From an optimization exercise on the open Yosys and OpenROAD flow, aimed at small area; shortcuts taken in it are not production practice. RTL that was checked went through simulation tests only; none was proved equivalent to the original. Only the layout flow was run in runs 3 and 4; the RTL was not checked for function there. Power and IR drop assume default switching activity.

--- design/flow/design.v ---
module illum_rx (
    input  wire        clk,
    input  wire        rst,               
    input  wire        in_valid,
    input  wire [7:0]  in_data,
    input  wire        in_long,           
    input  wire        in_check_framing,  
    output reg         out_valid,
    output reg         out_long,
    output reg  [2:0]  out_err,
    output reg  [7:0]  out_bcc,
    output reg  [6:0]  out_head,
    output reg  [15:0] out_cmd,
    output reg  [31:0] out_param,
    output reg  [2:0]  out_status,
    output reg         out_low_battery,
    output wire        out_d1_absent,
    output reg         out_d1_neg,
    output reg  [13:0] out_d1_mant,
    output wire [3:0]  out_d1_exp,
    output wire        out_d2_absent,
    output reg         out_d2_neg,
    output reg  [13:0] out_d2_mant,
    output wire [3:0]  out_d2_exp,
    output wire        out_d3_absent,
    output reg         out_d3_neg,
    output reg  [13:0] out_d3_mant,
    output wire [3:0]  out_d3_exp
);
    localparam [7:0] STX = 8'h02;
    localparam [7:0] ETX = 8'h03;
    localparam [7:0] CR  = 8'h0D;
    localparam [7:0] LF  = 8'h0A;
    localparam [7:0] SP  = 8'h20;
    localparam [2:0] S_H1 = 3'b000;
    localparam [2:0] S_H2 = 3'b001;
    localparam [2:0] S_F1 = 3'b100;
    localparam [2:0] S_F2 = 3'b101;
    localparam [2:0] S_F3 = 3'b110;
    localparam [2:0] S_T  = 3'b010;
    reg [2:0] seg;
    reg [2:0] ph;
    reg       chk;       
    reg       sp_ok;     
    reg [3:0] e1, e2, e3;
    assign out_d1_exp = e1;
    assign out_d2_exp = e2;
    assign out_d3_exp = e3;
    assign out_d1_absent = e1[3] & ~e1[2];
    assign out_d2_absent = e2[3] & ~e2[2];
    assign out_d3_absent = e3[3] & ~e3[2];
    wire [7:0] b = in_data;
    wire       is_dig = (b[7:4] == 4'h3) && (b[3:0] <= 4'd9);
    wire       is_sp  = (b == SP);
    wire p0 = ~ph[2] & ~ph[0];
    wire p1 = ~ph[1] &  ph[0];
    wire p2 = ~ph[2] &  ph[1];
    wire p3 =  ph[2] &  ph[0];
    wire p4 =  ph[1] & ~ph[0];
    wire p5 =  ph[2] & ~ph[1];
    wire in_h1 = (seg == S_H1);
    wire in_h2 = (seg == S_H2);
    wire in_f  = seg[2];
    wire in_t  = (seg == S_T);
    wire seg_end = (in_h2 & p2) | (in_t & p4) | p5;
    reg  [2:0] seg_nx;
    always @(*) begin
        case (seg)
            S_H1:    seg_nx = S_H2;
            S_H2:    seg_nx = out_long ? S_F1 : S_T;
            S_F1:    seg_nx = S_F2;
            S_F2:    seg_nx = S_F3;
            S_F3:    seg_nx = S_T;
            default: seg_nx = S_H1;
        endcase
    end
    always @(posedge clk) begin
        if (rst) begin
            seg       <= S_H1;
            ph        <= 3'b000;
            out_valid <= 1'b0;
        end else begin
            out_valid <= in_valid & in_t & p4;
            if (in_valid) begin
                if (seg_end) begin
                    seg <= seg_nx;
                    ph  <= 3'b000;
                end else begin
                    ph  <= {ph[1:0], ~ph[2]};
                end
            end
        end
    end
    wire        first = (in_h1 & p1) | (in_f & p1);
    wire [9:0]  x = out_d3_mant[9:0] & {10{~first}};
    wire [13:0] h;
    wire [13:0] cy;
    assign h[0]  = b[0];
    assign h[1]  = x[0] ^ b[1];
    assign cy[2] = x[0] & b[1];
    assign h[2]  = x[1] ^ b[2] ^ cy[2];
    assign cy[3] = ((x[1] & b[2]) | (x[1] & cy[2]) | (b[2] & cy[2])) | b[3];
    genvar gi;
    generate
        for (gi = 3; gi <= 10; gi = gi + 1) begin : g_fa
            wire a_ = x[gi-3];
            wire b_ = x[gi-1];
            assign h[gi]    = a_ ^ b_ ^ cy[gi];
            assign cy[gi+1] = (a_ & b_) | (a_ & cy[gi]) | (b_ & cy[gi]);
        end
    endgenerate
    assign h[11]  = x[8] ^ cy[11];
    assign cy[12] = x[8] & cy[11];
    assign h[12]  = x[9] ^ cy[12];
    assign h[13]  = x[9] & cy[12];
    wire [3:0] nib = p1 ? out_bcc[7:4] : out_bcc[3:0];
    wire       hex_ok = (b[7:4] == 4'h3) ? (b[3:0] == nib && !(nib[3] && (nib[2] || nib[1]))) :
                        (b[7:6] == 2'b01 && b[4:3] == 2'b00) ?
                            (nib[3] && (nib[2] || nib[1]) && nib[2:0] == b[2:0] + 3'd1) : 1'b0;
    wire meas_bad = (sp_ok & ~is_sp & ~p1) | (~is_dig & ~(sp_ok & is_sp));
    always @(posedge clk) begin
        if (in_valid) begin
            if (in_h1 & p0) begin
                out_long <= in_long;
                chk      <= in_check_framing;
            end
            if (in_h1 & p1)
                out_bcc <= b;
            else if (~(in_h1 & p0) & ~(in_t & ~p0))
                out_bcc <= out_bcc ^ b;
            if (in_h1 & p1)
                out_d3_mant <= h;
            if (in_h1 & p2)
                out_head <= h[6:0];
            if ((in_h1 & (p3 | p4 | p5)) | in_h2)
                {out_cmd, out_param} <= {out_cmd[7:0], out_param, b};
            if (in_f & p0) begin
                out_d1_neg  <= out_d2_neg;
                out_d2_neg  <= out_d3_neg;
                out_d3_neg  <= (b == 8'h2D);
                out_d1_mant <= out_d2_mant;
                out_d2_mant <= out_d3_mant;
                e1 <= e2;
                e2 <= e3;
                sp_ok <= is_sp;
            end
            if (in_f & (p1 | p2 | p3 | p4)) begin
                out_d3_mant <= h;
                sp_ok <= sp_ok & is_sp;
            end
            if (in_f & p5)
                e3 <= (sp_ok & is_sp) ? 4'b1000 : {~(b[3] ^ b[2]), ~b[2], b[1:0]};
            if (in_h1 & p0)
                out_err <= (in_check_framing && b != STX) ? 3'd1 : 3'd0;
            if (in_h1 & (p1 | p2) & ~is_dig & (out_err == 3'd0))
                out_err <= 3'd3;
            if (in_f & ~p0 & meas_bad & (out_err == 3'd0))
                out_err <= seg;
            if (in_t & (p1 | p2) & ~hex_ok & (out_err != 3'd1))
                out_err <= 3'd2;
            if (in_t & chk & ((p0 & b != ETX) | (p3 & b != CR) | (p4 & b != LF)))
                out_err <= 3'd1;
        end
    end
    wire [7:0] s1 = out_param[23:16];
    wire [7:0] s3 = out_param[7:0];
    always @(*) begin
        case (s1)
            8'h20, 8'h37: out_status = 3'd0;
            8'h35:        out_status = 3'd1;
            8'h31:        out_status = 3'd2;
            8'h32:        out_status = 3'd3;
            8'h33:        out_status = 3'd4;
            default:      out_status = 3'd7;
        endcase
        case (s3)
            8'h30, 8'h32: out_low_battery = 1'b0;
            8'h31, 8'h33: out_low_battery = 1'b1;
            default: begin
                out_low_battery = 1'b0;
                out_status      = 3'd7;
            end
        endcase
    end
endmodule
--- design/flow/flow/run.sh ---
#!/bin/bash
# Standard ORFS layout (the standard.sh, standard synthesis unchanged),
# with smaller cells for the port buffers and the clock tree, and no CTS
# dummy loads. Each step's full output stays in orfs/logs; make's own output
# goes to flow.log here.
set -euo pipefail
cd "$(dirname "$0")/.."
export BUFFER_PORTS_ARGS="-buffer_cell sky130_fd_sc_hd__buf_1"
export CTS_ARGS="-sink_clustering_enable -repair_clock_nets -dont_use_dummy_load -buf_list sky130_fd_sc_hd__clkbuf_4"
bash standard.sh finish > flow.log 2>&1
--- design/flow/standard.sh ---
#!/bin/bash
# synth_recipe.tcl (not shown) runs the flow's synth.tcl, then flattens the netlist and writes it again
# the make line also repeats each setting of config.mk as NAME=value (left out here)
make -C /OpenROAD-flow-scripts/flow DESIGN_CONFIG=/design/flow/config.mk WORK_HOME=/design/flow/orfs CLKGATE_MAP_FILE= SYNTH_SCRIPT=/design/flow/synth_recipe.tcl "${@:-finish}"
--- design/flow/config.mk ---
export PLATFORM = sky130hd
export DESIGN_NAME = illum_rx
export DESIGN_NICKNAME = illum_rx
export VERILOG_FILES = /design/flow/design.v
export SDC_FILE = /design/flow/constraint.sdc
export NUM_CORES = 4
export LEC_CHECK = 0
export CAP_MARGIN = 20
export CORE_MARGIN = 2
export CORE_UTILIZATION = 40
export SLEW_MARGIN = 20
--- design/flow/constraint.sdc ---
create_clock -name core_clock -period 10.0 [get_ports {clk}]
set_input_delay 2.0000 -clock core_clock [delete_from_list [all_inputs] [get_ports {clk}]]
set_output_delay 2.0000 -clock core_clock [all_outputs]
set_load 0.01 [all_outputs]
==> results of run 1 <==
## final cells by class
type	instances	share of cell area
tap	176	0.0353
sequential	133	0.630
multi-input combinational	180	0.214
timing repair buffer	146	0.0892
inverter	19	0.0114
clock buffer	17	0.0205
## sequential cells by signal, summed over array words and instances, names as in the netlist, 4 cells and up
signal / cells
out_d1_mant: 14
out_param: 32
e2: 4
out_cmd: 16
out_d3_mant: 14
out_bcc: 8
out_head: 7
out_d2_mant: 14
e3: 4
e1: 4
## kinds of logic after synthesis
logic type                 synth area share
muxes                                0.0117
xor gates and xnor gates             0.0197
DFF                                   0.736
and+or+nand+nor                      0.0995
AOI/OAI and AO/OA                    0.0537
buffers and inverters                0.0199
adders and majority gates            0.0596
## cell usage in the layout, fill, tap and decap left out, types with 2 or more instances in the layout
master,instances
o31a_1,2
or3_1,2
a21oi_1,12
mux2i_1,4
buf_4,2
a311oi_1,3
nor4_2,2
nor2_1,20
buf_1,144
nor4b_1,2
nand2b_1,5
a31oi_1,3
clkbuf_4,17
ha_1,11
nand2_1,26
nand4b_1,2
and2_1,8
nor3_1,7
xnor2_1,12
and3b_1,2
o21ai_0,5
dfxtp_1,7
nor2b_1,6
inv_1,19
fa_1,9
and3_1,6
nor4_1,3
nand3_1,7
edfxtp_1,126
a211oi_1,2
## worst min-delay path by stage
stage / end / start / slack, ps / cells past startpoint
2_1_floorplan: e1[0] / e2[0] / 500 / 0
5_1_grt: out_d2_mant[13] / out_d3_mant[13] / 450 / 0
3_3_place_gp: out_d1_mant[5] / out_d2_mant[5] / 430 / 0
4_1_cts: out_d1_mant[8] / out_d2_mant[8] / 440 / 0
3_5_place_dp: out_d1_mant[8] / out_d2_mant[8] / 430 / 0
6_report: out_d2_mant[13] / out_d3_mant[13] / 440 / 0
## per-stage QoR
step | total power [mW] | instances | hold slack, ps
floorplan | 0.743 | 339 | 499
global placement | 0.782 | 654 | 426
detailed placement | 0.786 | 654 | 435
CTS | 1.02 | 671 | 443
global route | 1.05 | 671 | 454
finish | 1.00 | 671 | 440
## worst max-delay path, stage by stage
cell and delay, ps:
buf_1 220, ha_1 280, inv_1 60, fa_1 150
nor2b_1 150, fa_1 180, inv_1 50, fa_1 380
fa_1 390, fa_1 400, fa_1 390, fa_1 420
fa_1 400, fa_1 370, ha_1 190, ha_1 270
## layer usage
layer  vias to the layer above  share of wire
li1                       1581              -
met1                      1571           0.45
met2                       118           0.47
met3                        20          0.055
met4                         0          0.019
met5                         -              0
## power breakdown
part	internal, mW	leakage [nW]	switching [mW]
Sequential	0.644	1.21	0.0175
Combinational	0.0392	0.773	0.0722
Clock	0.0776	0.0782	0.153
Total	0.761	2.06	0.243
==> flow_summary.json, run 1 <==
{
  "grt_overflow_total": 0,
  "worstPathMaxFanout": 7,
  "top_level_ports": 145,
  "rrSetupSlack_ps": 4430,
  "busiest_layer": "met2",
  "num_vias": 3290,
  "yosysUniqueCellTypes": 47,
  "outcome": "timing/DRC/antenna clean",
  "timing.setup.tns_ps": 0,
  "dpl_cell_area_um2": 6100,
  "postCtsResizedCells": 0,
  "grt_usage": 0.151,
  "clk_latency_ps": 520,
  "total_nets_after_synthesis": 372,
  "reg2reg_depth": 18,
  "design.die.area_um2": 14300,
  "remaining_drc_errors": 0,
  "worstReg2RegEnd": "out_d3_mant[12]",
  "rows": 42,
  "area_growth_syn_to_layout_pct": 16.8,
  "ant_nets": 0,
  "leakage_power_nw": 2.06,
  "cts_tree": "done",
  "drive_above_1_share": 0.0545,
  "n_antenna_cell": 0,
  "final_net_count": 530,
  "synthesis.instances": 339,
  "ir_worst_vdd_mv": 0.0531,
  "largest_net_degree_at_the_start_of_global_routing": 49,
  "dr.first_iter.drc_count": 174,
  "cts-root-to-sink-buffers": 2,
  "mappedNetlistArea_um2": 5330,
  "preCtsSetupSlack_ps": 3430,
  "synth.avg_cell_area_um2": 15.7,
  "final-seq-area_um2": 3920,
  "gr-usage-met3": 0.0503,
  "placement.io_buffers": 144,
  "netlist.area_leader.share": 0.710,
  "start_util": 0.406,
  "number_of_sinks_on_the_clock_net": 133,
  "met1_capacity_usage_during_global_routing": 0.195,
  "drv_cap": 0,
  "floorplan.die.height_um": 119,
  "yosys_register_bits": 133,
  "final_util": 0.474,
  "finalWorstSetupSlack_ps": 3950,
  "min_period_over_period": 0.605,
  "main_flop_type_after_synthesis": "edfxtp_1",
  "setup_viol": 0,
  "detailed_place_hpwl_mm": 7.64,
  "cts_setup_buffers": 0,
  "dieWidth_um": 119,
  "cts_inserted_buffers": 17,
  "place_congestion": 0.863,
  "antenna_found_initial": 0,
  "asyncSetResetFlopFracSynth": 0,
  "yosys-top-cells-area": "edfxtp_1 (71%), fa_1 (3.4%), dfxtp_1 (2.6%), ha_1 (2.6%), xnor2_1 (2.0%)",
  "synth.yosys.seq_area_share": 0.736,
  "power_density_nw_per_um2": 161,
  "crit_path_end_kind": "register",
  "design.core.area_um2": 13100,
  "setup_repair_after_global_routing_missed_its_margin": "false",
  "drt-total-wl_mm": 10.6,
  "grt_pass1_wl_mm": 16.5,
  "multi_input_combinational_cell_area_um2": 1330,
  "final_area_um2": 6230,
  "cts_root_buf": "clkbuf_4",
  "synthesis.yosys.warnings": 1,
  "hp-class": "register to register",
  "finalMaxSlewViolations": 0,
  "worstMarginPinSlew_ps": 731,
  "critPathLaunch": "in_data[1]",
  "final-hold-violation-count": 0,
  "ff_to_ff_start": "ph[0]",
  "synth_commonest_cells": "edfxtp_1 (126), nand2_1 (26), nor2_1 (20), inv_1 (19), a21oi_1 (13)",
  "drt-pass1-iter-count": 4,
  "synth.most_common_cell": "edfxtp_1",
  "fillerInstances": 1214,
  "first_global_vias": 3221,
  "cts.htree.levels": 4,
  "cts_hold_buffers": 0,
  "worst_setup_path_endpoint": "out_d3_mant[12]",
  "critPathArrivalTime_ps": 6310,
  "routed_wire_length_per_instance_um": 15.8,
  "fmax_ghz": 0.165,
  "period_minus_slack_ps": 6050,
  "start_kind": "input pin",
  "fin_skew_ps": 27.7,
  "synth.largest_area_cell": "edfxtp_1",
  "required_ps": 10260,
  "cts.reportedPaths.clkPinSlew_ps": 100,
  "maxSlewHeadroom": 0.511,
  "synth_enable_flop_cells": 126,
  "setup.worst_path.class": "input pin to register",
  "met2_global_route_usage": 0.236,
  "post_drt_via_cell_ratio": 4.90
}
==> run 2: changes to the inputs <==
==> design/flow/run.sh (new file) <==
#!/bin/bash
# synth_recipe.tcl (not shown) runs the flow's synth.tcl, then flattens the netlist and writes it again
# the make line also repeats each setting of config.mk as NAME=value (left out here)
make -C /OpenROAD-flow-scripts/flow DESIGN_CONFIG=/design/flow/config.mk WORK_HOME=/design/flow/orfs CLKGATE_MAP_FILE= SYNTH_SCRIPT=/design/flow/synth_recipe.tcl finish
removed: design/flow/flow/run.sh
removed: design/flow/standard.sh
==> run 2 against run 1 <==
  * Worst setup slack worse by 560 ps
  * Still clean
  * Non-clock buffer count stayed put
  * Via count is 2.9% higher
  * Hold slack better by 2.5 ps
  * Clock skew is 22 ps lower
  * Final area is 23% higher
  * Sequential share of layout area is 12 points lower
  * Synthesized cell count stayed put
  * Cell count is 2.2% higher
==> flow_summary.json, run 2 <==
{
  "synthesis.yosys.warnings": 1,
  "largest_net_degree_at_the_start_of_global_routing": 49,
  "synth.yosys.seq_area_share": 0.736,
  "detailed_place_hpwl_mm": 8.12,
  "grt_usage": 0.166,
  "fillerInstances": 1033,
  "placement.io_buffers": 144,
  "swShare": 0.207,
  "synthesis.instances": 339,
  "largest_reg_flops": 32,
  "timing.hold.ws_ps": 443,
  "cts_root_buf": "clkbuf_16",
  "place_congestion": 0.877,
  "synth_enable_flop_cells": 126,
  "total_nets_after_synthesis": 372,
  "final_net_count": 530,
  "worstPathMaxFanout": 7,
  "grt_pass1_wl_mm": 17.9,
  "cts.htree.levels": 4,
  "required_ps": 10150,
  "setup_viol": 0,
  "total_internal_power_mw": 1.20,
  "first_global_vias": 3278,
  "hold_end": "out_d1_mant[6]",
  "drt-pass1-iter-count": 6,
  "rows": 42,
  "min_period_over_period": 0.661,
  "final-hold-violation-count": 0,
  "setup_repair_after_global_routing_missed_its_margin": "false",
  "ff_to_ff_start": "ph[0]",
  "crit_path_end_kind": "register",
  "period_minus_slack_ps": 6610,
  "cts_tree": "done",
  "maxSlewHeadroom": 0.474,
  "clock_power_share": 0.470,
  "cts_inserted_buffers": 17,
  "post_drt_via_cell_ratio": 4.94,
  "fin_skew_ps": 5.53,
  "layout_commonest_cell": "clkdlybuf4s50_1",
  "leakage_power_nw": 2.70,
  "start_util": 0.406,
  "mappedNetlistArea_um2": 5330,
  "hold-path-cell-count": 0,
  "asyncSetResetFlopFracSynth": 0,
  "grt_overflow_total": 0,
  "dieWidth_um": 119,
  "dr.first_iter.drc_count": 275,
  "ant_nets": 0,
  "netlist.area_leader.share": 0.710,
  "combinationalPowerShare": 0.093,
  "hp-class": "register to register",
  "area_growth_syn_to_layout_pct": 44.2,
  "reg2reg_depth": 18,
  "yosys_register_bits": 133,
  "rrSetupSlack_ps": 4340,
  "num_vias": 3387,
  "synth.largest_area_cell": "edfxtp_1",
  "cts-root-to-sink-buffers": 2,
  "worstMarginPinSlew_ps": 787,
  "synth.avg_cell_area_um2": 15.7,
  "top_level_ports": 145,
  "hold_path_startpoint": "out_d2_mant[6]",
  "n_antenna_cell": 0,
  "number_of_sinks_on_the_clock_net": 133,
  "layout_common_cells": "clkdlybuf4s50_1 (144), edfxtp_1 (126), nand2_1 (26)",
  "worstReg2RegEnd": "out_d3_mant[12]",
  "timing.setup.tns_ps": 0,
  "ir_worst_vdd_mv": 0.0873,
  "p_seq_frac": 0.437,
  "remaining_drc_errors": 0,
  "yosysUniqueCellTypes": 47,
  "floorplan.die.height_um": 119,
  "power_density_nw_per_um2": 197,
  "cts_hold_buffers": 0,
  "start_kind": "input pin",
  "net_switching_power_figure_uw": 315,
  "drive_above_1_share": 0.0784,
  "design.core.area_um2": 13100,
  "synth.most_common_cell": "edfxtp_1",
  "main_flop_type_after_synthesis": "edfxtp_1",
  "yosys-top-cells-area": "edfxtp_1 (71%), fa_1 (3.4%), dfxtp_1 (2.6%), ha_1 (2.6%), xnor2_1 (2.0%)",
  "routed_wire_length_per_instance_um": 16.5,
  "antenna_found_initial": 0,
  "drt-total-wl_mm": 11.3,
  "finalWorstSetupSlack_ps": 3390,
  "postCtsResizedCells": 0,
  "finalMaxSlewViolations": 0,
  "drv_cap": 0,
  "clk_latency_ps": 410,
  "synth_commonest_cells": "edfxtp_1 (126), nand2_1 (26), nor2_1 (20), inv_1 (19), a21oi_1 (13)",
  "preCtsSetupSlack_ps": 2990,
  "design.die.area_um2": 14300,
  "fmax_ghz": 0.151,
  "outcome": "timing/DRC/antenna clean",
  "cts_setup_buffers": 0,
  "setup.worst_path.class": "input pin to register",
  "cts.reportedPaths.clkPinSlew_ps": 50,
  "critPathArrivalTime_ps": 6760
}
[run 2: cell types whose count changed in the layout (fill, tap and decap cells not counted), sizes merged]
cell,delta
clkbuf,+1
clkdlybuf4s50,+144
bufinv,+7
buf,-144
clkinv,+5
clkinvlp,+2
[run 2: layer usage]
layer  share of wire  global-route usage  up-vias
met5               0                   0        -
met4           0.028              0.0853        0
met3           0.054              0.0465       23
met2            0.48               0.261      122
met1            0.43               0.212     1650
li1                -                   -     1592
[run 2: kinds of logic (layout without fill, tap and decap cells)]
logic type | Yosys count | count (layout) | share of synthesized area
buffers and inverters | 26 | 197 | 0.0199
flip-flops | 133 | 133 | 0.736
AO/OA/AOI/OAI | 41 | 41 | 0.0537
multiplexers | 5 | 5 | 0.0117
adder cells (fa/ha/maj) | 20 | 20 | 0.0596
AND/OR/NAND/NOR | 102 | 102 | 0.0995
XOR/XNOR | 12 | 12 | 0.0197
[run 2: worst max path at each step]
stage,from,to,slack [ps],cells past startpoint
3_5_place_dp,in_data[1],out_d3_mant[12],2990,16
2_1_floorplan,in_valid,e1[0],3560,2
6_report,in_data[1],out_d3_mant[12],3390,16
5_1_grt,in_data[1],out_d3_mant[12],3230,16
3_3_place_gp,in_data[1],out_d3_mant[12],3080,16
4_1_cts,in_data[1],out_d3_mant[12],3430,16
[run 2: through the flow]
stage,instances,utilization,power (mW),instance area [um^2]
floorplan,339,-,0.743,5330
global placement,654,0.533,0.810,7000
detailed placement,654,0.533,0.815,7000
CTS,686,0.585,1.53,7680
global route,686,0.585,1.58,7690
finish,686,0.585,1.52,7690
[run 2: cell type report]
cell class	count	area (um^2)	area share
timing repair buffer	146	1460	0.189
clock inverter	14	256	0.0334
multi-input combinational	180	1330	0.173
inverter	19	71.3	0.00928
tap	176	220	0.0286
sequential	133	3920	0.510
clock buffer	18	429	0.0558
[run 2: power by group through the flow]
stage          registers [mW]  clock network [mW]  logic, mW
2_1_floorplan           0.679                   0     0.0637
4_1_cts                 0.663               0.729      0.142
3_3_place_gp            0.673                   0      0.137
6_report                0.663               0.714      0.141
3_5_place_dp            0.675                   0      0.141
5_1_grt                 0.666               0.757      0.155
[run 2: critical path, cell delays in order]
cell and delay [ps]:
clkdlybuf4s50_1 590, ha_1 300, inv_1 60, fa_1 140, nor2b_1 160, fa_1 200, inv_1 50, fa_1 380
fa_1 390, fa_1 430, fa_1 410, fa_1 400, fa_1 410, fa_1 380, ha_1 190, ha_1 260
==> run 3: changes to the inputs <==
--- a/design/flow/design.v
+++ b/design/flow/design.v
@@ -42,6 +42,7 @@
     reg [2:0] ph;
     reg       chk;       
-    reg       sp_ok;     
     reg [3:0] e1, e2, e3;
+    wire      sp_ok = e3[0];
+    wire      sp_nx = is_sp & (p0 | sp_ok);
     assign out_d1_exp = e1;
     assign out_d2_exp = e2;
@@ -143,12 +144,12 @@
                 e1 <= e2;
                 e2 <= e3;
-                sp_ok <= is_sp;
             end
             if (in_f & (p1 | p2 | p3 | p4)) begin
                 out_d3_mant <= h;
-                sp_ok <= sp_ok & is_sp;
             end
+            if (in_f)
+                e3[0] <= p5 ? b[0] : sp_nx;
             if (in_f & p5)
-                e3 <= (sp_ok & is_sp) ? 4'b1000 : {~(b[3] ^ b[2]), ~b[2], b[1:0]};
+                e3[3:1] <= sp_nx ? 3'b100 : {~(b[3] ^ b[2]), ~b[2], b[1]};
             if (in_h1 & p0)
                 out_err <= (in_check_framing && b != STX) ? 3'd1 : 3'd0;
==> design/flow/flow/run.sh (new file) <==
#!/bin/bash
# Standard ORFS layout (the standard.sh, standard synthesis unchanged),
# with smaller cells for the port buffers and the clock tree, and no CTS
# dummy loads. Each step's full output stays in orfs/logs; make's own output
# goes to flow.log here.
set -euo pipefail
cd "$(dirname "$0")/.."
export BUFFER_PORTS_ARGS="-buffer_cell sky130_fd_sc_hd__buf_1"
export CTS_ARGS="-sink_clustering_enable -repair_clock_nets -dont_use_dummy_load -buf_list sky130_fd_sc_hd__clkbuf_8 -sink_clustering_size 40 -sink_clustering_max_diameter 200"
bash standard.sh finish > flow.log 2>&1
==> design/flow/standard.sh (new file) <==
#!/bin/bash
# synth_recipe.tcl (not shown) runs the flow's synth.tcl, then flattens the netlist and writes it again
# the make line also repeats each setting of config.mk as NAME=value (left out here)
make -C /OpenROAD-flow-scripts/flow DESIGN_CONFIG=/design/flow/config.mk WORK_HOME=/design/flow/orfs CLKGATE_MAP_FILE= SYNTH_SCRIPT=/design/flow/synth_recipe.tcl "${@:-finish}"
removed: design/flow/run.sh
==> run 3 against run 2 <==
  * Count of clock-buffer cells in the layout decreased by 1
  * First-iteration DRC count decreased by 7.6%
  * Global-route usage decreased by 1.2 points
  * Cell count decreased by 2.0%
  * Synthesized cell count increased by 0.88%
  * Sequential power decreased by 2%
  * Critical path type unchanged
  * Critical endpoint unchanged
==> flow_summary.json, run 3 <==
{
  "cts.reportedPaths.clkPinSlew_ps": 70,
  "top_level_ports": 145,
  "critPathArrivalTime_ps": 6360,
  "synth_enable_flop_cells": 125,
  "period_minus_slack_ps": 6170,
  "largest_reg_flops": 32,
  "total_power_mw": 1.06,
  "cts_tree": "done",
  "maxSlewHeadroom": 0.436,
  "dieWidth_um": 119,
  "drt-pass1-iter-count": 4,
  "leakage_power_nw": 2.13,
  "grt_usage": 0.154,
  "total_nets_after_synthesis": 375,
  "layout_common_cells": "buf_1 (144), edfxtp_1 (125), nand2_1 (28)",
  "number_of_sinks_on_the_clock_net": 132,
  "clk_latency_ps": 430,
  "critPathSlowestCell": "fa_1",
  "dpl_cell_area_um2": 6040,
  "remaining_drc_errors": 0,
  "mappedNetlistArea_um2": 5300,
  "cts_setup_buffers": 0,
  "place.detailed.instances": 655,
  "synth.most_common_cell": "edfxtp_1",
  "drive_above_1_share": 0.0504,
  "drv_cap": 0,
  "final-hold-violation-count": 0,
  "cts_hold_buffers": 0,
  "final_net_count": 531,
  "netlist.area_leader.share": 0.709,
  "routed_wire_length_per_instance_um": 15.7,
  "synthesis.instances": 342,
  "synth.avg_cell_area_um2": 15.5,
  "yosys-top-cells-area": "edfxtp_1 (71%), fa_1 (3.4%), dfxtp_1 (2.6%), ha_1 (2.6%), nand2_1 (2.0%)",
  "path_cells": "buf_1, ha_1, inv_1, fa_1, nor2b_1, fa_1, inv_1, fa_1, fa_1, fa_1, fa_1, fa_1, fa_1, fa_1, ha_1, ha_1",
  "min_period_over_period": 0.617,
  "timing.hold.ws_ps": 437,
  "finalMaxSlewViolations": 0,
  "timing.critical_path.buf_inv": 3,
  "critical-path-max-stage-delay_ps": 430,
  "placement.io_buffers": 144,
  "largest_net_degree_at_the_start_of_global_routing": 49,
  "grt_overflow_total": 0,
  "setup_viol": 0,
  "stdcell_count": 672,
  "n_antenna_cell": 0,
  "asyncSetResetFlopFracSynth": 0,
  "critPathLaunch": "in_data[1]",
  "cts_root_buf": "clkbuf_8",
  "main_flop_type_after_synthesis": "edfxtp_1",
  "preCtsSetupSlack_ps": 3390,
  "start_kind": "input pin",
  "first_global_vias": 3097,
  "synth.yosys.seq_area_share": 0.735,
  "cpLargestDelayFamily": "adder cells",
  "hp-class": "register to register",
  "grt_pass1_wl_mm": 16.6,
  "antenna_found_initial": 0,
  "crit_path_end_kind": "register",
  "timing.setup.tns_ps": 0,
  "layout_commonest_cell": "buf_1",
  "detailed_place_hpwl_mm": 7.64,
  "setup_repair_after_global_routing_missed_its_margin": "false",
  "cts.htree.levels": 4,
  "dr.first_iter.drc_count": 254,
  "num_vias": 3219,
  "finalWorstSetupSlack_ps": 3830,
  "required_ps": 10190,
  "post_drt_via_cell_ratio": 4.79,
  "worstMarginPinSlew_ps": 846,
  "yosysUniqueCellTypes": 45,
  "yosys_register_bits": 132,
  "ff_to_ff_start": "ph[0]",
  "ir_worst_vdd_mv": 0.0542,
  "postCtsResizedCells": 0,
  "design.die.area_um2": 14200,
  "cts-root-to-sink-buffers": 2,
  "ant_nets": 0,
  "place_congestion": 0.891,
  "worstPathMaxFanout": 6,
  "power_density_nw_per_um2": 169,
  "area_growth_syn_to_layout_pct": 18.5,
  "synth_commonest_cells": "edfxtp_1 (125), nand2_1 (28), nor2_1 (25), inv_1 (19), xnor2_1 (12)",
  "crit_top_cell": "fa_1",
  "floorplan.die.height_um": 119,
  "rows": 42,
  "fin_skew_ps": 23.1,
  "design.core.area_um2": 13100,
  "hold_path_startpoint": "out_param[28]",
  "fillerInstances": 1181,
  "fmax_ghz": 0.162,
  "start_util": 0.405,
  "final_area_um2": 6280,
  "synth.largest_area_cell": "edfxtp_1",
  "drt-total-wl_mm": 10.6,
  "outcome": "timing/DRC/antenna clean",
  "synthesis.yosys.warnings": 1,
  "final_util": 0.480,
  "setup.worst_path.class": "input pin to register",
  "cts_inserted_buffers": 17
}
## run 3: changes by cell type after synthesis, moves of 3 or more
cell / delta
a211oi_1: +5
a21oi_1: -4
a311oi_1: -3
and3_1: -6
nand3_1: -4
nor2_1: +5
nor2b_1: +4
nor3_1: -3
o21ai_0: +3
## run 3: area by class of cell
type                            instances  area [um^2]  area share
Clock buffer                           17          234      0.0373
Inverter                               19         71.3      0.0114
Multi-Input combinational cell        182         1300       0.207
Sequential cell                       132         3890       0.620
Tap cell                              176          220      0.0351
Timing Repair Buffer                  146          556      0.0885
## run 3: final timing paths
path                                         to  slack [ps]  cells after the start
worst max-delay path            out_d3_mant[12]        3830                     16
worst min-delay path                 out_cmd[4]         440                      0
worst max register to register  out_d3_mant[12]        4350                     18
worst min register to register       out_cmd[4]         440                      0
## run 3: logic make-up after synthesis
family                     share of synthesized area
AOI/OAI and AO/OA                             0.0534
xor gates and xnor gates                      0.0215
adders and majority gates                     0.0600
buffers and inverters                         0.0220
DFF                                            0.735
muxes                                        0.00992
and+or+nand+nor                               0.0983
## run 3: worst register-to-register path, delay by kind of cell (launching register included)
kind	cells	cell delay [ps]
fa+ha+maj	12	3810
simple gates	3	680
flops	1	570
compound gates	1	250
buf+inv	2	110
## run 3: layer usage
| metal | routed length (um) | track usage |
|---|---|---|
| met2 | 4850 | 0.233 |
| met4 | 159 | 0.0558 |
| met5 | 0 | 0 |
| met1 | 4840 | 0.208 |
| met3 | 696 | 0.0512 |
## run 3: where the power goes
group | leakage, nW | switching, mW | total (mW) | internal, mW
Clock | 0.122 | 0.165 | 0.314 | 0.149
Combinational | 0.799 | 0.0623 | 0.0968 | 0.0345
Sequential | 1.20 | 0.0139 | 0.647 | 0.633
Total | 2.13 | 0.241 | 1.06 | 0.817
==> run 4: changes to the inputs <==
--- a/design/flow/flow/run.sh
+++ b/design/flow/flow/run.sh
@@ -7,4 +7,4 @@
 cd "$(dirname "$0")/.."
 export BUFFER_PORTS_ARGS="-buffer_cell sky130_fd_sc_hd__buf_1"
-export CTS_ARGS="-sink_clustering_enable -repair_clock_nets -dont_use_dummy_load -buf_list sky130_fd_sc_hd__clkbuf_8 -sink_clustering_size 40 -sink_clustering_max_diameter 200"
+export CTS_ARGS="-sink_clustering_enable -repair_clock_nets -dont_use_dummy_load -buf_list sky130_fd_sc_hd__clkbuf_16 -sink_clustering_size 100 -sink_clustering_max_diameter 300"
 bash standard.sh finish > flow.log 2>&1
==> run 4 against run 3 <==
  * Die area unchanged
  * Global-route usage up 0.23 points
  * Routed wire length up 0.22%
  * Final area up 3.1%
  * Still clean on timing, DRC and antenna
  * Count of clock-buffer cells in the layout unchanged
  * Largest cell class unchanged
  * Combinational power about the same
  * First-iteration DRC count up 8.7%
  * Synthesized cell count unchanged
  * Clock power up 52%
  * Register-to-register slack better by 30 ps
  * Synthesized area unchanged
  * Core utilization up 1.5 points
==> flow_summary.json, run 4 <==
{
  "postCtsResizedCells": 0,
  "synthesis.yosys.warnings": 1,
  "cts_inserted_buffers": 17,
  "cts_tree": "done",
  "setup_repair_after_global_routing_missed_its_margin": "false",
  "cts_hold_buffers": 0,
  "drt-total-wl_mm": 10.6,
  "synthesis.instances": 342,
  "fin_skew_ps": 15.7,
  "worstPathMaxFanout": 6,
  "synth.yosys.seq_area_share": 0.735,
  "largest_net_degree_at_the_start_of_global_routing": 49,
  "setup_viol": 0,
  "place_congestion": 0.891,
  "layout_commonest_cell": "buf_1",
  "synth_commonest_cells": "edfxtp_1 (125), nand2_1 (28), nor2_1 (25), inv_1 (19), xnor2_1 (12)",
  "detailed_place_hpwl_mm": 7.64,
  "final_net_count": 531,
  "netlist.area_leader.share": 0.709,
  "crit_top_cell": "fa_1",
  "top_level_ports": 145,
  "hp-class": "register to register",
  "main_flop_type_after_synthesis": "edfxtp_1",
  "outcome": "timing/DRC/antenna clean",
  "start_kind": "input pin",
  "timing.critical_path.buf_inv": 3,
  "timing.setup.tns_ps": 0,
  "drt-pass1-iter-count": 4,
  "required_ps": 10160,
  "start_util": 0.405,
  "first_global_vias": 3121,
  "synth.largest_area_cell": "edfxtp_1",
  "finalMaxSlewViolations": 0,
  "drv_cap": 0,
  "ant_nets": 0,
  "final-hold-violation-count": 0,
  "drive_above_1_share": 0.0504,
  "number_of_sinks_on_the_clock_net": 132,
  "largest_family_of_logic_cells_by_synthesized_area": "simple AND/OR/NAND/NOR gates",
  "rows": 42,
  "period_minus_slack_ps": 6190,
  "min_period_over_period": 0.619,
  "multi_input_combinational_cell_area_um2": 1300,
  "post_drt_via_cell_ratio": 4.81,
  "grt_usage": 0.156,
  "final-seq-area_um2": 3890,
  "post_synth_fa_ha_maj_area_fraction": 0.0600,
  "routed_wire_length_per_instance_um": 15.7,
  "grt_pass1_wl_mm": 16.7,
  "setup.worst_path.class": "input pin to register",
  "n_antenna_cell": 0,
  "complex_gate_fraction_of_the_synthesized_area": 0.0534,
  "yosysUniqueCellTypes": 45,
  "leakage_power_nw": 2.21,
  "placement.io_buffers": 144,
  "fillerInstances": 1163,
  "largest_reg_flops": 32,
  "yosys_register_bits": 132,
  "yosys.area_share.simple": 0.0983,
  "cts_setup_buffers": 0,
  "synth_enable_flop_cells": 125,
  "floorplan.die.height_um": 119,
  "clk_latency_ps": 410,
  "ir_worst_vdd_mv": 0.0848,
  "synthesized_area_fraction_occupied_by_xor_and_xnor_cells": 0.0215,
  "critPathSlowestCell": "fa_1",
  "critPathArrivalTime_ps": 6350,
  "cts-root-to-sink-buffers": 2,
  "num_vias": 3235,
  "synth.avg_cell_area_um2": 15.5,
  "cts_root_buf": "clkbuf_16",
  "remaining_drc_errors": 0,
  "crit_path_end_kind": "register",
  "maxSlewHeadroom": 0.445,
  "mappedNetlistArea_um2": 5300,
  "dr.first_iter.drc_count": 276,
  "fmax_ghz": 0.162,
  "antenna_found_initial": 0,
  "synth.area.mux_share": 0.00992,
  "asyncSetResetFlopFracSynth": 0,
  "dieWidth_um": 119,
  "path_cells": "buf_1, ha_1, inv_1, fa_1, nor2b_1, fa_1, inv_1, fa_1, fa_1, fa_1, fa_1, fa_1, fa_1, fa_1, ha_1, ha_1",
  "layout_common_cells": "buf_1 (144), edfxtp_1 (125), nand2_1 (28)",
  "area_growth_syn_to_layout_pct": 22.1,
  "cts.htree.levels": 4,
  "design.die.area_um2": 14200,
  "power_density_nw_per_um2": 189,
  "yosys-top-cells-area": "edfxtp_1 (71%), fa_1 (3.4%), dfxtp_1 (2.6%), ha_1 (2.6%), nand2_1 (2.0%)",
  "design.core.area_um2": 13100,
  "cts.reportedPaths.clkPinSlew_ps": 60,
  "final_util": 0.494,
  "cpLargestDelayFamily": "adder cells",
  "worstMarginPinSlew_ps": 833,
  "total_nets_after_synthesis": 375,
  "synth.most_common_cell": "edfxtp_1",
  "grt_overflow_total": 0,
  "critical-path-max-stage-delay_ps": 430
}
[run 4: area by class of cell]
cell class                 count  area share
clock buffer                  17      0.0658
inverter                      19      0.0110
multi-input combinational    182       0.201
sequential                   132       0.602
tap                          176      0.0340
timing repair buffer         146      0.0859
[run 4: cells by family after synthesis]
logic type,Yosys count
AND/OR/NAND/NOR,102
AO/OA/AOI/OAI,43
buffers and inverters,28
multiplexers,4
flip-flops,132
adder cells (fa/ha/maj),20
XOR/XNOR,13
[run 4: layer usage]
metal  vias to the layer above  wire length [um]  share of wire  track usage
met1                      1533              4860           0.46        0.209
met4                         0               207          0.020       0.0781
li1                       1561                 -              -            -
met3                        17               601          0.057       0.0455
met5                         -                 0              0            0
met2                       124              4910           0.46        0.233
[run 4: worst reg2reg max path, cell delays in order, from the launching register on]
cell     delay, ps
dfxtp_1        560
nor2b_1        230
o21ai_1        240
and2_1         260
ha_1           180
inv_1           60
fa_1           140
nor2b_1        170
fa_1           190
inv_1           50
fa_1           380
fa_1           400
fa_1           430
fa_1           400
fa_1           420
fa_1           410
fa_1           390
ha_1           190
ha_1           270
[run 4: final timing paths]
| path | from | cells after the start | end | slack (ps) |
|---|---|---|---|---|
| setup / recovery | in_data[1] | 16 | out_d3_mant[12] | 3810 |
| setup reg to reg | ph[0] | 18 | out_d3_mant[12] | 4380 |
| hold / removal | out_param[28] | 0 | out_cmd[4] | 440 |
| hold reg to reg | out_param[28] | 0 | out_cmd[4] | 440 |
[run 4: per-stage QoR]
step,cells,total power [mW],area [um^2],hold slack [ps],setup slack [ps]
floorplan,342,0.718,5300,499,1980
global placement,655,0.751,6040,426,3540
detailed placement,655,0.756,6040,431,3390
CTS,672,1.23,6460,439,3840
global route,672,1.27,6470,443,3630
finish,672,1.22,6470,437,3810
[run 4: power by group]
group	switching (mW)	internal, mW
combinational	0.0622	0.0344
clock	0.185	0.292
sequential	0.0141	0.635
total	0.261	0.961
==> run 5: changes to the inputs <==
--- a/design/flow/design.v
+++ b/design/flow/design.v
@@ -116,7 +116,8 @@
     assign h[13]  = x[9] & cy[12];
     wire [3:0] nib = p1 ? out_bcc[7:4] : out_bcc[3:0];
-    wire       hex_ok = (b[7:4] == 4'h3) ? (b[3:0] == nib && !(nib[3] && (nib[2] || nib[1]))) :
-                        (b[7:6] == 2'b01 && b[4:3] == 2'b00) ?
-                            (nib[3] && (nib[2] || nib[1]) && nib[2:0] == b[2:0] + 3'd1) : 1'b0;
+    wire       nib_let = nib[3] & (nib[2] | nib[1]);
+    wire [2:0] nib_m1  = nib[2:0] - 3'd1;
+    wire       hex_ok  = nib_let ? ((b[7:6] == 2'b01) && (b[4:3] == 2'b00) && (b[2:0] == nib_m1))
+                                 : ((b[7:4] == 4'h3) && (b[3:0] == nib));
     wire meas_bad = (sp_ok & ~is_sp & ~p1) | (~is_dig & ~(sp_ok & is_sp));
     always @(posedge clk) begin
@@ -126,7 +127,7 @@
                 chk      <= in_check_framing;
             end
-            if (in_h1 & p1)
-                out_bcc <= b;
-            else if (~(in_h1 & p0) & ~(in_t & ~p0))
+            if (in_h1 & p0)
+                out_bcc <= 8'h00;
+            else if (~(in_t & ~p0))
                 out_bcc <= out_bcc ^ b;
             if (in_h1 & p1)
--- a/design/flow/flow/run.sh
+++ b/design/flow/flow/run.sh
@@ -7,4 +7,4 @@
 cd "$(dirname "$0")/.."
 export BUFFER_PORTS_ARGS="-buffer_cell sky130_fd_sc_hd__buf_1"
-export CTS_ARGS="-sink_clustering_enable -repair_clock_nets -dont_use_dummy_load -buf_list sky130_fd_sc_hd__clkbuf_16 -sink_clustering_size 100 -sink_clustering_max_diameter 300"
+export CTS_ARGS="-sink_clustering_enable -repair_clock_nets -dont_use_dummy_load -buf_list sky130_fd_sc_hd__clkbuf_4"
 bash standard.sh finish > flow.log 2>&1
--- a/design/flow/config.mk
+++ b/design/flow/config.mk
@@ -6,6 +6,6 @@
 export NUM_CORES = 4
 export LEC_CHECK = 0
-export CAP_MARGIN = 20
+export CAP_MARGIN = 0
 export CORE_MARGIN = 2
 export CORE_UTILIZATION = 40
-export SLEW_MARGIN = 20
+export SLEW_MARGIN = 0
==> run 5 against run 4 <==
  * Register-to-register slack got worse by 50 ps
  * Synthesized area fell by 0.94%
  * Hold slack improved by 4.6 ps
  * Final area fell by 5.8%
  * Largest power group unchanged
==> flow_summary.json, run 5 <==
{
  "combinationalPowerShare": 0.083,
  "floorplan.die.height_um": 119,
  "detailed_place_hpwl_mm": 7.32,
  "fin_skew_ps": 25.0,
  "start_kind": "input pin",
  "yosysUniqueCellTypes": 39,
  "cts_hold_buffers": 0,
  "first_global_vias": 3044,
  "design.core.area_um2": 12700,
  "worstPathMaxFanout": 13,
  "number_of_sinks_on_the_clock_net": 132,
  "synth.most_common_cell": "edfxtp_1",
  "final_net_count": 518,
  "min_period_over_period": 0.627,
  "critPathLaunch": "in_data[1]",
  "net_switching_power_figure_uw": 216,
  "maxSlewHeadroom": 0.314,
  "worstReg2RegEnd": "out_d3_mant[12]",
  "postCtsResizedCells": 0,
  "rows": 41,
  "cts_inserted_buffers": 17,
  "antenna_found_initial": 0,
  "ant_nets": 0,
  "hold_end": "out_d1_mant[7]",
  "drive_above_1_share": 0.0534,
  "final-hold-violation-count": 0,
  "finalMaxSlewViolations": 0,
  "netlist.area_leader.share": 0.715,
  "grt_pass1_wl_mm": 15.8,
  "rrSetupSlack_ps": 4330,
  "total_internal_power_uw": 729,
  "grt_overflow_total": 0,
  "dieWidth_um": 119,
  "met3WireLength_um": 577,
  "post_drt_via_cell_ratio": 4.85,
  "swShare": 0.228,
  "grt_usage": 0.149,
  "critPathArrivalTime_ps": 6530,
  "synth.largest_area_cell": "edfxtp_1",
  "hp-class": "register to register",
  "worstMarginPinSlew_ps": 1020,
  "synthesis.instances": 335,
  "layout_common_cells": "buf_1 (144), edfxtp_1 (125), nor2_1 (25)",
  "fmax_ghz": 0.160,
  "synth_enable_flop_cells": 125,
  "total_nets_after_synthesis": 364,
  "timing.setup.tns_ps": 0,
  "period_minus_slack_ps": 6270,
  "drt-total-wl_mm": 10.2,
  "topRoutingLayerUsed": "met4",
  "drt-pass1-iter-count": 4,
  "setup.worst_path.class": "input pin to register",
  "yosys_register_bits": 132,
  "top_level_ports": 145,
  "reg2reg_depth": 19,
  "cts_tree": "done",
  "n_antenna_cell": 0,
  "synth.avg_cell_area_um2": 15.7,
  "power_density_nw_per_um2": 155,
  "setup_repair_after_global_routing_missed_its_margin": "false",
  "timing.critical_path.buf_inv": 3,
  "design.die.area_um2": 14100,
  "drv_cap": 0,
  "asyncSetResetFlopFracSynth": 0,
  "hold-path-cell-count": 0,
  "total_power_uw": 944,
  "mappedNetlistArea_um2": 5250,
  "clk_latency_ps": 520,
  "layout_commonest_cell": "buf_1",
  "leakage_power_nw": 1.95,
  "largest_net_degree_at_the_start_of_global_routing": 49,
  "yosys-top-cells-area": "edfxtp_1 (72%), fa_1 (3.4%), dfxtp_1 (2.7%), xnor2_1 (2.5%), nor2_1 (1.8%)",
  "place_congestion": 0.862,
  "largest_reg_flops": 32,
  "p_seq_frac": 0.670,
  "required_ps": 10260,
  "cts_setup_buffers": 0,
  "cts_root_buf": "clkbuf_4",
  "synth.yosys.seq_area_share": 0.742,
  "clock_power_share": 0.247,
  "crit_top_cell": "fa_1",
  "met1_length_mm": 4.71,
  "detailroute.wirelength.met2_mm": 4.76,
  "start_util": 0.412,
  "setup_viol": 0,
  "remaining_drc_errors": 0,
  "ff_to_ff_start": "ph[0]",
  "crit_path_end_kind": "register",
  "main_flop_type_after_synthesis": "edfxtp_1",
  "synth_commonest_cells": "edfxtp_1 (125), nor2_1 (25), nand2_1 (21), inv_1 (16), xnor2_1 (15)",
  "synthesis.yosys.warnings": 1,
  "routed_wire_length_per_instance_um": 15.5,
  "path_cells": "buf_1, ha_1, inv_1, fa_1, nor2b_1, fa_1, inv_1, fa_1, fa_1, fa_1, fa_1, fa_1, fa_1, fa_1, ha_1, ha_1",
  "cts.reportedPaths.clkPinSlew_ps": 100,
  "ir_worst_vdd_mv": 0.0490,
  "placement.io_buffers": 144,
  "outcome": "timing/DRC/antenna clean",
  "area_growth_syn_to_layout_pct": 16.0,
  "num_vias": 3198,
  "critPathSlowestCell": "fa_1",
  "dr.first_iter.drc_count": 238,
  "cpLargestDelayFamily": "adder cells",
  "hold_path_startpoint": "out_d2_mant[7]",
  "cts.htree.levels": 4,
  "critical-path-max-stage-delay_ps": 420,
  "cts-root-to-sink-buffers": 2
}
-- run 5: changes by cell type in the layout (fill, tap and decap cells not counted), moves of 3 or more --
cell	before	now
nand4_1	1	4
nor2b_1	10	6
nand2_1	28	21
nor4_1	3	7
a211oi_1	7	3
xnor2_1	12	15
inv_1	19	16
clkbuf_16	17	0
nor3_1	4	12
ha_1	11	7
clkbuf_4	0	17
-- run 5: layout make-up --
type / instances / area (um^2)
Tap cell: 172 / 215
Inverter: 17 / 63.8
Timing Repair Buffer: 147 / 563
Sequential cell: 132 / 3890
Clock buffer: 17 / 128
Multi-Input combinational cell: 174 / 1230
Fill cell: 1152 / 6630
-- run 5: cell families after synthesis --
| family | share of synthesized area |
|---|---|
| XOR/XNOR | 0.0250 |
| flip-flops | 0.742 |
| buffers and inverters | 0.0258 |
| multiplexers | 0.0119 |
| AO/OA/AOI/OAI | 0.0434 |
| AND/OR/NAND/NOR | 0.101 |
| adder cells (fa/ha/maj) | 0.0510 |
-- run 5: worst max-delay path by stage --
stage / endpoint / depth (start not counted)
after CTS: out_d3_mant[12] / 16
final: out_d3_mant[12] / 16
after floorplan: out_cmd[0] / 2
after global routing: out_d3_mant[12] / 16
after global placement: out_d3_mant[12] / 16
after detailed placement: out_d3_mant[12] / 16
-- run 5: layer usage --
metal | vias up | track usage
met5 | - | 0
met4 | 0 | 0.0707
met3 | 16 | 0.0512
met2 | 121 | 0.218
met1 | 1528 | 0.198
li1 | 1533 | -
-- run 5: stage by stage --
step | setup slack, ps | hold WS, ps | area [um^2] | cells | util
6_report | 3730 | 441 | 6090 | 659 | 0.479
5_1_grt | 3660 | 456 | 6090 | 659 | 0.479
4_1_cts | 3790 | 443 | 6090 | 659 | 0.479
3_5_place_dp | 3260 | 432 | 5960 | 642 | 0.469
3_3_place_gp | 3370 | 429 | 5960 | 642 | 0.469
2_1_floorplan | 1900 | 491 | 5250 | 335 | -
-- run 5: power by group through the flow --
stage	clock, mW	combinational [mW]	sequential (mW)
6_report	0.234	0.0782	0.632
3_3_place_gp	0	0.0758	0.645
5_1_grt	0.267	0.0880	0.635
2_1_floorplan	0	0.0476	0.649
3_5_place_dp	0	0.0778	0.645
4_1_cts	0.244	0.0789	0.633
==> run 6: changes to the inputs <==
--- a/design/flow/flow/run.sh
+++ b/design/flow/flow/run.sh
@@ -7,4 +7,5 @@
 cd "$(dirname "$0")/.."
 export BUFFER_PORTS_ARGS="-buffer_cell sky130_fd_sc_hd__buf_1"
+export RECOVER_POWER=100
 export CTS_ARGS="-sink_clustering_enable -repair_clock_nets -dont_use_dummy_load -buf_list sky130_fd_sc_hd__clkbuf_4"
 bash standard.sh finish > flow.log 2>&1
--- a/design/flow/config.mk
+++ b/design/flow/config.mk
@@ -6,6 +6,6 @@
 export NUM_CORES = 4
 export LEC_CHECK = 0
-export CAP_MARGIN = 0
+export CAP_MARGIN = 20
 export CORE_MARGIN = 2
 export CORE_UTILIZATION = 40
-export SLEW_MARGIN = 0
+export SLEW_MARGIN = 20
==> run 6 against run 5 <==
  * The layout now fails its checks (max-capacitance violations, max-slew violations)
  * Sequential cell count is the same
  * Critical path depth is the same
  * Fmax is essentially flat
  * Synthesized cell count is the same
  * Sequential share of layout area grew 0.16 points
  * Hold slack lost 2.0 ps
  * Register-to-register slack is essentially flat
  * Core utilization shrank 0.12 points
  * Die area is the same
  * Clock power is essentially flat
  * Worst setup slack gained 1.3 ps
  * Critical path type unchanged
  * Largest cell class unchanged
==> flow_summary.json, run 6 <==
{
  "outcome": "finished with violations",
  "violatedChecks": "max-capacitance violations, max-slew violations",
  "cpLargestDelayFamily": "adder cells",
  "critPathArrivalTime_ps": 6520,
  "critPathSlowestCell": "fa_1",
  "mappedNetlistArea_um2": 5250,
  "start_kind": "input pin",
  "timing.critical_path.buf_inv": 3,
  "cts_inserted_buffers": 17,
  "synth.yosys.seq_area_share": 0.742,
  "placement.io_buffers": 144,
  "synthesis.yosys.warnings": 1,
  "total_power_uw": 944,
  "final_net_count": 518,
  "number_of_sinks_on_the_clock_net": 132,
  "cts_root_buf": "clkbuf_4",
  "total_internal_power_uw": 729,
  "cts-root-to-sink-buffers": 2,
  "dieWidth_um": 119,
  "routed_wire_length_per_instance_um": 15.6,
  "drt-total-wl_mm": 10.3,
  "yosys-top-cells-area": "edfxtp_1 (72%), fa_1 (3.4%), dfxtp_1 (2.7%), xnor2_1 (2.5%), nor2_1 (1.8%)",
  "grt_pass1_wl_mm": 15.8,
  "total_nets_after_synthesis": 364,
  "post_synth_fa_ha_maj_area_fraction": 0.0510,
  "timing.setup.tns_ps": 0,
  "worstMarginPinSlew_ps": 2500,
  "num_vias": 3193,
  "n_antenna_cell": 0,
  "setup_viol": 0,
  "hold-path-cell-count": 0,
  "drt-pass1-iter-count": 4,
  "floorplan.die.height_um": 119,
  "synth.largest_area_cell": "edfxtp_1",
  "ff_to_ff_start": "ph[0]",
  "area_growth_syn_to_layout_pct": 15.8,
  "swShare": 0.228,
  "net_switching_power_figure_uw": 215,
  "grt_usage": 0.149,
  "combinationalPowerShare": 0.082,
  "final-hold-violation-count": 0,
  "finalMaxSlewViolations": 89,
  "min_period_over_period": 0.627,
  "critical-path-max-stage-delay_ps": 420,
  "crit_path_end_kind": "register",
  "synthesis.instances": 335,
  "maxSlewHeadroom": -0.671,
  "rrSetupSlack_ps": 4330,
  "yosysUniqueCellTypes": 39,
  "hold_path_startpoint": "out_d2_mant[7]",
  "fin_skew_ps": 27.4,
  "start_util": 0.412,
  "grt_overflow_total": 0,
  "design.die.area_um2": 14100,
  "synth.avg_cell_area_um2": 15.7,
  "clock_power_share": 0.247,
  "layout_common_cells": "buf_1 (135), edfxtp_1 (125), nor2_1 (25)",
  "period_minus_slack_ps": 6270,
  "dr.first_iter.drc_count": 279,
  "design.core.area_um2": 12700,
  "first_global_vias": 3044,
  "cts_hold_buffers": 0,
  "clk_latency_ps": 510,
  "worstPathMaxFanout": 13,
  "antenna_found_initial": 0,
  "main_flop_type_after_synthesis": "edfxtp_1",
  "reg2reg_depth": 19,
  "setup.worst_path.class": "input pin to register",
  "cts.reportedPaths.clkPinSlew_ps": 100,
  "asyncSetResetFlopFracSynth": 0,
  "layout_commonest_cell": "buf_1",
  "drive_above_1_share": 0.0452,
  "power_density_nw_per_um2": 155,
  "post_drt_via_cell_ratio": 4.85,
  "largest_family_of_logic_cells_by_synthesized_area": "simple AND/OR/NAND/NOR gates",
  "p_seq_frac": 0.671,
  "place_congestion": 0.862,
  "detailed_place_hpwl_mm": 7.32,
  "hp-class": "register to register",
  "final_util": 0.477,
  "remaining_drc_errors": 0,
  "postCtsResizedCells": 0,
  "leakage_power_nw": 1.93,
  "top_level_ports": 145,
  "ant_nets": 0,
  "ir_worst_vdd_mv": 0.0490,
  "synth_enable_flop_cells": 125,
  "synth.area.mux_share": 0.0119,
  "path_cells": "clkbuf_1, ha_1, inv_1, fa_1, nor2b_1, fa_1, inv_1, fa_1, fa_1, fa_1, fa_1, fa_1, fa_1, fa_1, ha_1, ha_1",
  "synth.most_common_cell": "edfxtp_1",
  "required_ps": 10260,
  "drv_cap": 2,
  "timing.hold.ws_ps": 439,
  "synthesized_area_fraction_occupied_by_xor_and_xnor_cells": 0.0250,
  "setup_repair_after_global_routing_missed_its_margin": "false",
  "yosys.area_share.simple": 0.101,
  "complex_gate_fraction_of_the_synthesized_area": 0.0434,
  "crit_top_cell": "fa_1",
  "largest_net_degree_at_the_start_of_global_routing": 49,
  "cts.htree.levels": 4,
  "netlist.area_leader.share": 0.715,
  "yosys_register_bits": 132,
  "rows": 41,
  "worstReg2RegEnd": "out_d3_mant[12]",
  "largest_reg_flops": 32,
  "hold_end": "out_d1_mant[7]",
  "synth_commonest_cells": "edfxtp_1 (125), nor2_1 (25), nand2_1 (21), inv_1 (16), xnor2_1 (15)",
  "cts_setup_buffers": 0,
  "fmax_ghz": 0.160,
  "cts_tree": "done"
}
==> run 6: cell count changes in the layout (fill, tap and decap cells not counted), sizes merged <==
cell	before	now
clkbuf	17	28
buf	147	136
==> run 6: cell type report <==
class / instances / area [um^2]
clock buffer: 17 / 128
tap: 172 / 215
fill: 1159 / 6650
timing repair buffer: 147 / 556
sequential: 132 / 3890
inverter: 17 / 63.8
multi-input combinational: 174 / 1220
==> run 6: worst max path at each step <==
stage	from	end	cells after the start
2_1_floorplan	in_valid	out_cmd[0]	2
3_3_place_gp	in_data[1]	out_d3_mant[12]	16
3_5_place_dp	in_data[1]	out_d3_mant[12]	16
4_1_cts	in_data[1]	out_d3_mant[12]	16
5_1_grt	in_data[1]	out_d3_mant[12]	16
6_report	in_data[1]	out_d3_mant[12]	16
==> run 6: power groups by stage <==
stage               clock network, mW  logic (mW)  registers (mW)
floorplan                           0      0.0476           0.649
global placement                    0      0.0758           0.645
detailed placement                  0      0.0778           0.645
CTS                             0.244      0.0789           0.633
global route                    0.267      0.0873           0.635
finish                          0.233      0.0778           0.633
==> run 6: cells by family (layout without fill, tap and decap cells) <==
logic type,after synthesis,count (layout)
flip-flops,132,132
AND/OR/NAND/NOR,103,103
AO/OA/AOI/OAI,35,35
buffers and inverters,29,181
adder cells (fa/ha/maj),16,16
XOR/XNOR,15,15
multiplexers,5,5
==> run 6: metrics by stage <==
step / setup WS [ps] / instance area (um^2) / std cells
final: 3730 / 6070 / 659
after global routing: 3660 / 6070 / 659
after CTS: 3790 / 6090 / 659
after detailed placement: 3260 / 5960 / 642
after global placement: 3370 / 5960 / 642
after floorplan: 1900 / 5250 / 335
==> run 6: routing by layer <==
metal	part of all wire	GRT usage	vias to the layer above	wire length [um]
met5	0	0	-	0
met4	0.011	0.0707	0	110
met3	0.051	0.0512	9	521
met2	0.47	0.218	106	4820
met1	0.47	0.198	1544	4810
li1	-	-	1534	-
==> run 7: changes to the inputs <==
--- a/design/flow/flow/run.sh
+++ b/design/flow/flow/run.sh
@@ -7,5 +7,4 @@
 cd "$(dirname "$0")/.."
 export BUFFER_PORTS_ARGS="-buffer_cell sky130_fd_sc_hd__buf_1"
-export RECOVER_POWER=100
 export CTS_ARGS="-sink_clustering_enable -repair_clock_nets -dont_use_dummy_load -buf_list sky130_fd_sc_hd__clkbuf_4"
 bash standard.sh finish > flow.log 2>&1
==> run 7 against run 6 <==
  * Now clean on timing, DRC and antenna
  * Register-to-register slack about the same
  * Clock skew down 2.4 ps
  * Critical endpoint unchanged
  * Total power about the same
  * Non-clock buffer count unchanged
  * Combinational power up 0.5%
  * Sequential cell count unchanged
  * Routed wire length down 0.38%
  * First-iteration DRC count down 15%
  * Critical path depth unchanged
  * Synthesized area unchanged
  * Worst setup slack worse by 1.3 ps
  * Critical path type unchanged
  * Final area up 0.25%
==> flow_summary.json, run 7 <==
{
  "outcome": "timing/DRC/antenna clean",
  "cts.reportedPaths.clkPinSlew_ps": 100,
  "finalMaxSlewViolations": 0,
  "ir_worst_vdd_mv": 0.0490,
  "timing.hold.ws_ps": 441,
  "complex_gate_fraction_of_the_synthesized_area": 0.0434,
  "first_global_vias": 3044,
  "netlist.area_leader.share": 0.715,
  "synth_commonest_cells": "edfxtp_1 (125), nor2_1 (25), nand2_1 (21), inv_1 (16), xnor2_1 (15)",
  "synth.avg_cell_area_um2": 15.7,
  "drive_above_1_share": 0.0534,
  "cts_tree": "done",
  "cts-root-to-sink-buffers": 2,
  "remaining_drc_errors": 0,
  "swShare": 0.228,
  "synthesis.instances": 335,
  "num_vias": 3198,
  "combinationalPowerShare": 0.083,
  "setup.worst_path.class": "input pin to register",
  "cts.htree.levels": 4,
  "net_switching_power_figure_uw": 216,
  "min_period_over_period": 0.627,
  "setup_repair_after_global_routing_missed_its_margin": "false",
  "synth.largest_area_cell": "edfxtp_1",
  "final_util": 0.479,
  "worstMarginPinSlew_ps": 1020,
  "total_power_uw": 944,
  "placement.io_buffers": 144,
  "n_antenna_cell": 0,
  "final_net_count": 518,
  "place.detailed.instances": 642,
  "synth.most_common_cell": "edfxtp_1",
  "cts_inserted_buffers": 17,
  "fin_skew_ps": 25.0,
  "hp-class": "register to register",
  "yosys.area_share.simple": 0.101,
  "largest_family_of_logic_cells_by_synthesized_area": "simple AND/OR/NAND/NOR gates",
  "start_kind": "input pin",
  "total_internal_power_uw": 729,
  "drv_cap": 0,
  "area_growth_syn_to_layout_pct": 16.0,
  "cts_hold_buffers": 0,
  "final-hold-violation-count": 0,
  "asyncSetResetFlopFracSynth": 0,
  "yosys-top-cells-area": "edfxtp_1 (72%), fa_1 (3.4%), dfxtp_1 (2.7%), xnor2_1 (2.5%), nor2_1 (1.8%)",
  "post_drt_via_cell_ratio": 4.85,
  "layout_commonest_cell": "buf_1",
  "clock_power_share": 0.247,
  "worstPathMaxFanout": 13,
  "number_of_sinks_on_the_clock_net": 132,
  "synth_enable_flop_cells": 125,
  "synthesis.yosys.warnings": 1,
  "ant_nets": 0,
  "yosys_register_bits": 132,
  "design.core.area_um2": 12700,
  "power_density_nw_per_um2": 155,
  "total_nets_after_synthesis": 364,
  "critPathArrivalTime_ps": 6530,
  "stdcell_count": 659,
  "dr.first_iter.drc_count": 238,
  "top_level_ports": 145,
  "synth.area.mux_share": 0.0119,
  "timing.setup.tns_ps": 0,
  "place_congestion": 0.862,
  "grt_overflow_total": 0,
  "floorplan.die.height_um": 119,
  "period_minus_slack_ps": 6270,
  "mappedNetlistArea_um2": 5250,
  "largest_net_degree_at_the_start_of_global_routing": 49,
  "detailed_place_hpwl_mm": 7.32,
  "yosysUniqueCellTypes": 39,
  "cts_root_buf": "clkbuf_4",
  "setup_viol": 0,
  "rows": 41,
  "layout_common_cells": "buf_1 (144), edfxtp_1 (125), nor2_1 (25)",
  "routed_wire_length_per_instance_um": 15.5,
  "dieWidth_um": 119,
  "maxSlewHeadroom": 0.314,
  "required_ps": 10260,
  "main_flop_type_after_synthesis": "edfxtp_1",
  "post_synth_fa_ha_maj_area_fraction": 0.0510,
  "synthesized_area_fraction_occupied_by_xor_and_xnor_cells": 0.0250,
  "drt-pass1-iter-count": 4,
  "grt_usage": 0.149,
  "grt_pass1_wl_mm": 15.8,
  "antenna_found_initial": 0,
  "synth.yosys.seq_area_share": 0.742,
  "fmax_ghz": 0.160,
  "design.die.area_um2": 14100,
  "p_seq_frac": 0.670,
  "cts_setup_buffers": 0,
  "clk_latency_ps": 520,
  "start_util": 0.412,
  "drt-total-wl_mm": 10.2,
  "postCtsResizedCells": 0,
  "largest_reg_flops": 32,
  "crit_path_end_kind": "register",
  "leakage_power_nw": 1.95
}
[run 7: changes by cell type in the layout (fill, tap and decap cells not counted), sizes merged]
cell    before  now
buf        136  147
clkbuf      28   17
[run 7: worst paths after layout]
check / start / endpoint / slack (ps) / cells past startpoint
min: out_d2_mant[7] / out_d1_mant[7] / 440 / 0
min reg2reg: out_d2_mant[7] / out_d1_mant[7] / 440 / 0
max: in_data[1] / out_d3_mant[12] / 3730 / 16
max reg2reg: ph[0] / out_d3_mant[12] / 4330 / 19
[run 7: logic make-up after synthesis]
logic type	count (synthesis)
XOR/XNOR	15
AND/OR/NAND/NOR	103
AO/OA/AOI/OAI	35
adder cells (fa/ha/maj)	16
flip-flops	132
multiplexers	5
buffers and inverters	29
[run 7: critical path, cell delays in order]
cell	delay (ps)
buf_1	320
ha_1	330
inv_1	60
fa_1	140
nor2b_1	160
fa_1	200
inv_1	50
fa_1	370
fa_1	400
fa_1	420
fa_1	400
fa_1	410
fa_1	400
fa_1	380
ha_1	200
ha_1	260
[run 7: final cells by class]
type | count | area [um^2]
Tap cell | 172 | 215
Multi-Input combinational cell | 174 | 1230
Sequential cell | 132 | 3890
Inverter | 17 | 63.8
Timing Repair Buffer | 147 | 563
Clock buffer | 17 | 128
Fill cell | 1152 | 6630
[run 7: per-stage QoR]
stage,instance area (um^2),setup slack (ps)
global placement,5960,3370
finish,6090,3730
CTS,6090,3790
floorplan,5250,1900
detailed placement,5960,3260
global route,6090,3660
[run 7: power by group through the flow]
stage               logic [mW]  registers [mW]  clock network [mW]
detailed placement      0.0778           0.645                   0
floorplan               0.0476           0.649                   0
finish                  0.0782           0.632               0.234
global route            0.0880           0.635               0.267
global placement        0.0758           0.645                   0
CTS                     0.0789           0.633               0.244
[run 7: layer usage]
metal | track usage | wire, um
met5 | 0 | 0
met4 | 0.0707 | 176
met3 | 0.0512 | 577
met2 | 0.218 | 4760
met1 | 0.198 | 4710

-- port drivers added, routing unchanged --
The flow's constraints put no driver on any port. The routed layouts listed below were extracted and timed again, unchanged, in two steps.
Step 1 sets driving cells, clkbuf_16 on the clock port and buf_2 on the other inputs (assumed; they add their load-dependent delay and slew).
Step 2 adds t to the input delays and takes it off the output delays; t is the mean of the earliest and latest rising clock arrival at the registers after step 1. Input paths then give back, and output paths get back, about the clock's delay inside the block.
Three values: ideal, step 1, step 2; two values: the first two.
| run | shift t [ns] | setup WS [ns] | latest minus earliest clock arrival (ns) | worst register clock-pin slew, ns | worst slew at a driven data input, ns |
|---|---|---|---|---|---|
| run 1 | 0.536 | 3.949 / 3.958 / 3.422 | 0.028 / 0.028 | 0.10 / 0.10 | 0.04 |
| run 2 | 0.444 | 3.394 / 3.403 / 2.959 | 0.006 / 0.007 | 0.06 / 0.06 | 0.04 |
| run 3 | 0.456 | 3.828 / 3.843 / 3.387 | 0.024 / 0.023 | 0.07 / 0.07 | 0.03 |
| run 4 | 0.444 | 3.811 / 3.831 / 3.387 | 0.016 / 0.016 | 0.06 / 0.06 | 0.03 |
| run 5 | 0.530 | 3.732 / 3.743 / 3.214 | 0.039 / 0.039 | 0.12 / 0.12 | 0.04 |
| run 6 | 0.525 | 3.733 / 3.743 / 3.218 | 0.041 / 0.040 | 0.12 / 0.12 | 0.04 |
| run 7 | 0.530 | 3.732 / 3.743 / 3.214 | 0.039 / 0.039 | 0.12 / 0.12 | 0.04 |
For run 1, which loses most, drivers alone change the setup slack by +0.009 ns; drivers and shift together by -0.527 ns.
